Source: an optimization exercise on an open RTL-to-GDS flow (aim: small area, a short achievable clock period and few clock cycles per item). Production flows keep margins and buffers that such runs may drop.
RTL that was checked went through simulation tests only; none was proved equivalent to the original.
The clock input has no modelled driver; a real chip could not lean on it and would need a root buffer or a full tree.
Power and IR drop assume default switching activity.

## before
==> module lfm_calibrator, before the edit <==
module lfm_calibrator (
    input  wire        clk,
    input  wire        rst,
    input  wire        start,
    input  wire [15:0] scan1,
    input  wire [15:0] scan2,
    input  wire        smp_valid,
    output reg         smp_ready,
    input  wire [11:0] smp,
    output reg         done,
    output reg         cal_ok,
    output reg  [43:0] cal_num,
    output reg  [31:0] cal_den
);
    function [6:0] add6(input [5:0] a, input [5:0] b, input ci);
        integer i;
        reg c;
        begin
            c = ci;
            for (i = 0; i < 6; i = i + 1) begin
                add6[i] = a[i] ^ b[i] ^ c;
                c = (a[i] & b[i]) | (c & (a[i] ^ b[i]));
            end
            add6[6] = c;
        end
    endfunction
    function [8:0] inc8(input [7:0] a, input ci);
        integer i;
        reg c;
        begin
            c = ci;
            for (i = 0; i < 8; i = i + 1) begin
                inc8[i] = a[i] ^ c;
                c = a[i] & c;
            end
            inc8[8] = c;
        end
    endfunction
    reg st_idle;              
    reg st_c1;                
    reg st_c1c;               
    reg st_c1d;               
    reg st_c1f;               
    reg st_c2;                
    reg st_fl;                
    reg st_num;               
    reg st_den;               
    reg        v_q;           
    reg [11:0] s_q;           
    reg        cnt15;         
    reg [11:0] hs_lo;         
    reg [12:0] mid2;          
    reg [2:0]  lo_pc, hi_pc;  
    reg        hc_pc;         
    reg [15:0] lo_cnt;
    reg        lo_any, hi_any;  
    reg [5:0]  k;             
    reg        mb_l, mb_h;    
    wire [15:0] cnt    = {cnt15, cal_den[31:17]};
    wire [27:0] lo_sum = cal_num[27:0];    
    wire [15:0] hi_cnt = cal_den[16:1];    
    wire        st_c1e = cal_den[0];
    wire        last  = (cnt == 16'd1);
    wire        take  = smp_valid && smp_ready;
    wire        pre1  = v_q ? (lo_cnt == 16'hFFFD) : (lo_cnt == 16'hFFFE);
    wire        last1 = smp_valid && pre1;
    wire        lt_min = s_q < ~hs_lo;
    wire        gt_max = s_q > lo_sum[11:0];
    wire [12:0] smp2 = {s_q, 1'b0};
    wire        cls   = st_c2 && v_q;
    wire        is_lo = cls && (smp2 < mid2);
    wire        is_hi = cls && (smp2 > mid2);
    wire [11:0] sb = st_c1c ? ~hs_lo : s_q;
    wire [6:0]  lo_a = add6(lo_sum[5:0],  sb[5:0],  1'b0);
    wire [6:0]  lo_b = add6(lo_sum[11:6], sb[11:6], lo_pc[0]);
    wire [8:0]  lo_c = inc8(lo_sum[19:12], lo_pc[1]);
    wire [8:0]  lo_d = inc8(lo_sum[27:20], lo_pc[2]);
    wire [6:0]  hi_a = add6(hs_lo[5:0],  sb[5:0],  1'b0);
    wire [6:0]  hi_b = add6(hs_lo[11:6], sb[11:6], hi_pc[0]);
    wire [8:0]  hi_c = inc8(cal_num[35:28], hi_pc[1]);
    wire [8:0]  hi_d = inc8(cal_num[43:36], hi_pc[2]);
    wire [8:0]  hc_a = inc8(hi_cnt[7:0],  st_c2);
    wire [8:0]  hc_b = inc8(hi_cnt[15:8], hc_pc);
    wire [16:0] nsum = {1'b0, cnt} + (mb_l ? {1'b0, hi_cnt} : 17'd0)
                                   + (mb_h ? {1'b0, lo_cnt} : 17'd0);
    wire        fl_end  = st_fl && (k == 6'd2);
    wire        num_end = st_num && (k == 6'd30);
    wire        den_end = st_den && (k == 6'd46);
    always @(posedge clk) begin
        s_q <= take ? smp : 12'd0;
        v_q <= take;
        if (rst) begin
            st_idle    <= 1'b1;
            st_c1      <= 1'b0;
            st_c1c     <= 1'b0;
            st_c1d     <= 1'b0;
            cal_den[0] <= 1'b0;
            st_c1f     <= 1'b0;
            st_c2      <= 1'b0;
            st_fl      <= 1'b0;
            st_num     <= 1'b0;
            st_den     <= 1'b0;
            smp_ready  <= 1'b0;
            done       <= 1'b0;
        end else begin
            st_idle    <= (st_idle && !start) || den_end;
            st_c1      <= (st_idle && start) || (st_c1 && smp_ready);
            st_c1c     <= st_c1 && !smp_ready;
            st_c1d     <= st_c1c;
            cal_den[0] <= st_c1d;
            st_c1f     <= st_c1e;
            st_c2      <= st_c1f || (st_c2 && !(v_q && last));
            st_fl      <= (st_c2 && v_q && last) || (st_fl && !fl_end);
            st_num     <= fl_end || (st_num && !num_end);
            st_den     <= num_end || (st_den && !den_end);
            smp_ready  <= (st_idle && start) || (st_c1 && smp_ready && !last1)
                       || st_c1e || st_c1f || (st_c2 && !(v_q && last));
            done       <= den_end;
        end
        if (st_idle) begin
            {cnt15, cal_den[31:17]} <= scan2;
            cal_den[16:1] <= 16'd0;
            hc_pc  <= 1'b0;
            lo_cnt <= ~scan1;
            lo_any <= 1'b0;
            hi_any <= 1'b0;
            cal_num[27:0] <= 28'd0;
            {cal_num[43:28], hs_lo} <= 28'd0;
            lo_pc  <= 3'd0;
            hi_pc  <= 3'd0;
            k      <= 6'd0;
        end
        if (st_c2 && v_q)
            {cnt15, cal_den[31:17]} <= cnt - 1'b1;
        if ((st_c1 && v_q) || st_c1c || is_lo)
            lo_cnt <= lo_cnt + 1'b1;
        if (is_lo)
            lo_any <= 1'b1;
        if (is_hi)
            hi_any <= 1'b1;
        if (st_c1 && v_q) begin
            if (lt_min) hs_lo <= ~s_q;
            if (gt_max) cal_num[11:0] <= s_q;
        end
        if (st_c1f) begin
            mid2   <= lo_sum[12:0];
            cal_num[27:0] <= 28'd0;
            {cal_num[43:28], hs_lo} <= 28'd0;
        end
        if (is_lo || st_fl || st_c1c || st_c1d || st_c1e) begin
            cal_num[27:0] <= {lo_d[7:0], lo_c[7:0], lo_b[5:0], lo_a[5:0]};
            lo_pc  <= {lo_c[8], lo_b[6], lo_a[6]};
        end
        if (is_hi || st_fl) begin
            {cal_num[43:28], hs_lo} <= {hi_d[7:0], hi_c[7:0], hi_b[5:0], hi_a[5:0]};
            hi_pc  <= {hi_c[8], hi_b[6], hi_a[6]};
            cal_den[16:1] <= {hc_b[7:0], hc_a[7:0]};
            hc_pc  <= hc_a[8];
        end
        if (st_fl || st_num || st_den)
            k <= k + 1'b1;
        mb_l <= (fl_end && lo_sum[0]) || (st_num && !num_end && lo_sum[1]);
        mb_h <= (fl_end && hs_lo[0]) || (st_num && !num_end && hs_lo[1])
             || (num_end && hi_cnt[0]) || (st_den && hi_cnt[1]);
        if (st_num) begin
            {cnt15, cal_den[31:17]} <= num_end ? 16'd0 : nsum[16:1];
            cal_num[27:0] <= {nsum[0], lo_sum[27:1]};
            {cal_num[43:28], hs_lo} <= {num_end ? nsum[16:1] : {1'b0, cal_num[43:29]},
                                        cal_num[28], hs_lo[11:1]};
            cal_ok <= lo_any && hi_any;
        end
        if (st_den) begin
            {cnt15, cal_den[31:17]} <= nsum[16:1];
            cal_den[16:1] <= {nsum[0], hi_cnt[15:1]};
        end
    end
endmodule
clock: 15.0 ns
lec_check: 0
cap_margin: 20
core_margin: 2
core_utilization: 65
slew_margin: 20
standard.sh (not shown) runs the stock make flow with config.mk's settings and CLKGATE_MAP_FILE= SYNTH_SCRIPT=/design/flow/synth_recipe.tcl, a recipe that flattens the netlist after the stock synthesis.
==> flow/flow/run.sh <==
#!/bin/bash
# The standard layout, with two changes:
# - every port is buffered by a plain buf_1 instead of the delay buffer
#   buffer_ports picks by default;
# - after CTS, flow/myclk.tcl replaces the clock tree CTS built (a root
#   buffer under the port feeding an H-tree of leaf buffers) by two balanced
#   levels of clkbuf_8: four buffers under the port, each feeding buffers at
#   the centres of clusters of flip-flops.
set -euo pipefail
export BUFFER_PORTS_ARGS="-buffer_cell sky130_fd_sc_hd__buf_1"
export POST_CTS_TCL="$PWD/flow/myclk.tcl"
bash standard.sh > standard.log 2>&1
Other scripts of this flow, unchanged in this note and not shown: flow/flow/myclk.tcl
Testbench counts of before, summed over its fixed seeds: cycles 235,945, items 96.
[inputs] after vs before
-- flow/design.v --
<<< before, line 41
    reg st_c1c;               
    reg st_c1d;               
    reg st_c1f;               
    reg st_c2;                
>>> after, line 41
    reg st_c1c;               
    reg st_c1d;               
    reg st_c1e;               
    reg st_c1f;               
    reg st_c2;                
<<< before, line 51
    reg [11:0] hs_lo;         
    reg [12:0] mid2;          
    reg [2:0]  lo_pc, hi_pc;  
    reg        hc_pc;         
    reg [15:0] lo_cnt;
    reg        lo_any, hi_any;  
>>> after, line 52
    reg [11:0] hs_lo;         
    reg [12:0] mid2;          
    reg [2:0]  lo_pc;         
    reg [1:0]  hi_pc;         
    reg        hc_pc;         
    reg        sgate;         
    reg [15:0] lo_cnt;
    reg        lo_any, hi_any;  
<<< before, line 60
    wire [27:0] lo_sum = cal_num[27:0];    
    wire [15:0] hi_cnt = cal_den[16:1];    
    wire        st_c1e = cal_den[0];
    wire        last  = (cnt == 16'd1);
    wire        take  = smp_valid && smp_ready;
    wire        pre1  = v_q ? (lo_cnt == 16'hFFFD) : (lo_cnt == 16'hFFFE);
    wire        last1 = smp_valid && pre1;
>>> after, line 63
    wire [27:0] lo_sum = cal_num[27:0];    
    wire [15:0] hi_cnt = cal_den[16:1];    
    wire [2:0]  hi_pc3 = {cal_den[0], hi_pc};
    wire        last  = (cnt == 16'd1);
    wire        take  = smp_valid && sgate;
    wire        pre1  = v_q ? (lo_cnt == 16'hFFFD) : (lo_cnt == 16'hFFFE);
    wire        last1 = smp_valid && pre1;
<<< before, line 77
    wire [8:0]  lo_d = inc8(lo_sum[27:20], lo_pc[2]);
    wire [6:0]  hi_a = add6(hs_lo[5:0],  sb[5:0],  1'b0);
    wire [6:0]  hi_b = add6(hs_lo[11:6], sb[11:6], hi_pc[0]);
    wire [8:0]  hi_c = inc8(cal_num[35:28], hi_pc[1]);
    wire [8:0]  hi_d = inc8(cal_num[43:36], hi_pc[2]);
    wire [8:0]  hc_a = inc8(hi_cnt[7:0],  st_c2);
    wire [8:0]  hc_b = inc8(hi_cnt[15:8], hc_pc);
>>> after, line 80
    wire [8:0]  lo_d = inc8(lo_sum[27:20], lo_pc[2]);
    wire [6:0]  hi_a = add6(hs_lo[5:0],  sb[5:0],  1'b0);
    wire [6:0]  hi_b = add6(hs_lo[11:6], sb[11:6], hi_pc3[0]);
    wire [8:0]  hi_c = inc8(cal_num[35:28], hi_pc3[1]);
    wire [8:0]  hi_d = inc8(cal_num[43:36], hi_pc3[2]);
    wire [8:0]  hc_a = inc8(hi_cnt[7:0],  st_c2);
    wire [8:0]  hc_b = inc8(hi_cnt[15:8], hc_pc);
<<< before, line 87
    wire        num_end = st_num && (k == 6'd30);
    wire        den_end = st_den && (k == 6'd46);
    always @(posedge clk) begin
        s_q <= take ? smp : 12'd0;
>>> after, line 90
    wire        num_end = st_num && (k == 6'd30);
    wire        den_end = st_den && (k == 6'd46);
    wire        rdy_nx  = (st_idle && start) || (st_c1 && smp_ready && !last1)
                       || st_c1e || st_c1f || (st_c2 && !(v_q && last));
    wire        idle_nx = (st_idle && !start) || den_end;
    always @(posedge clk) begin
        s_q <= take ? smp : 12'd0;
<<< before, line 95
            st_c1c     <= 1'b0;
            st_c1d     <= 1'b0;
            cal_den[0] <= 1'b0;
            st_c1f     <= 1'b0;
            st_c2      <= 1'b0;
>>> after, line 101
            st_c1c     <= 1'b0;
            st_c1d     <= 1'b0;
            st_c1e     <= 1'b0;
            st_c1f     <= 1'b0;
            st_c2      <= 1'b0;
<<< before, line 102
            st_den     <= 1'b0;
            smp_ready  <= 1'b0;
            done       <= 1'b0;
        end else begin
            st_idle    <= (st_idle && !start) || den_end;
            st_c1      <= (st_idle && start) || (st_c1 && smp_ready);
            st_c1c     <= st_c1 && !smp_ready;
            st_c1d     <= st_c1c;
            cal_den[0] <= st_c1d;
            st_c1f     <= st_c1e;
            st_c2      <= st_c1f || (st_c2 && !(v_q && last));
>>> after, line 108
            st_den     <= 1'b0;
            smp_ready  <= 1'b0;
            sgate      <= 1'b1;
            done       <= 1'b0;
        end else begin
            st_idle    <= idle_nx;
            st_c1      <= (st_idle && start) || (st_c1 && smp_ready);
            st_c1c     <= st_c1 && !smp_ready;
            st_c1d     <= st_c1c;
            st_c1e     <= st_c1d;
            st_c1f     <= st_c1e;
            st_c2      <= st_c1f || (st_c2 && !(v_q && last));
<<< before, line 114
            st_num     <= fl_end || (st_num && !num_end);
            st_den     <= num_end || (st_den && !den_end);
            smp_ready  <= (st_idle && start) || (st_c1 && smp_ready && !last1)
                       || st_c1e || st_c1f || (st_c2 && !(v_q && last));
            done       <= den_end;
        end
>>> after, line 121
            st_num     <= fl_end || (st_num && !num_end);
            st_den     <= num_end || (st_den && !den_end);
            smp_ready  <= rdy_nx;
            sgate      <= rdy_nx || idle_nx;
            done       <= den_end;
        end
<<< before, line 128
            {cal_num[43:28], hs_lo} <= 28'd0;
            lo_pc  <= 3'd0;
            hi_pc  <= 3'd0;
            k      <= 6'd0;
        end
>>> after, line 135
            {cal_num[43:28], hs_lo} <= 28'd0;
            lo_pc  <= 3'd0;
            {cal_den[0], hi_pc} <= 3'd0;
            k      <= 6'd0;
        end
<<< before, line 154
        if (is_hi || st_fl) begin
            {cal_num[43:28], hs_lo} <= {hi_d[7:0], hi_c[7:0], hi_b[5:0], hi_a[5:0]};
            hi_pc  <= {hi_c[8], hi_b[6], hi_a[6]};
            cal_den[16:1] <= {hc_b[7:0], hc_a[7:0]};
            hc_pc  <= hc_a[8];
>>> after, line 161
        if (is_hi || st_fl) begin
            {cal_num[43:28], hs_lo} <= {hi_d[7:0], hi_c[7:0], hi_b[5:0], hi_a[5:0]};
            {cal_den[0], hi_pc} <= {hi_c[8], hi_b[6], hi_a[6]};
            cal_den[16:1] <= {hc_b[7:0], hc_a[7:0]};
            hc_pc  <= hc_a[8];
Results
- Cmp before and after / number of cells on the worst reg-to-reg path / higher: after
- after vs before, power share of the clock group went down by 1.8 points.
- Lower overall routing resource usage goes to before over after.
- In after relative to before, horizontal extent of the die had gone up slightly.
- Per the comparison of after with before, maximum clock rate now larger; total power now larger.
- Summary — internal power summed over all cells, after relative to before: higher, by 4.1%.
- Relative to before, final design area excluding fillers increased by 210 µm² in after.
- Delta (after minus before): half-perimeter wire length after detailed placement has increased, wire length went up 0.68%.
For after, only the layout was checked, not whether the RTL still works. In every run of this note, the design's own scripts or RTL, not TritonCTS, make the clock network.

## what the ideal ports hide
The results above use ideal ports. As a check the final layouts listed here were re-extracted and re-timed, cells and wires unchanged.
Step 1 assumes that a clkbuf_16 drives the clock port and a buf_2 every other input.
Step 2, shift: input delay + t, output delay - t, t = (earliest + latest rising clock arrival at the registers) / 2. This alone moves slack from input paths to output paths.
a / b / c = ideal ports / drivers / drivers and shift; a / b = the first two.
| run | shift t [ns] | setup WS [ns] | hold slack, ns |
|---|---|---|---|
| before | 0.378 | 10.952 / 10.876 / 10.983 | 0.445 / 0.445 / 0.445 |
| after | 0.376 | 10.977 / 10.895 / 11.175 | 0.453 / 0.453 / 0.453 |
After both steps setup and hold are still met in every run listed.
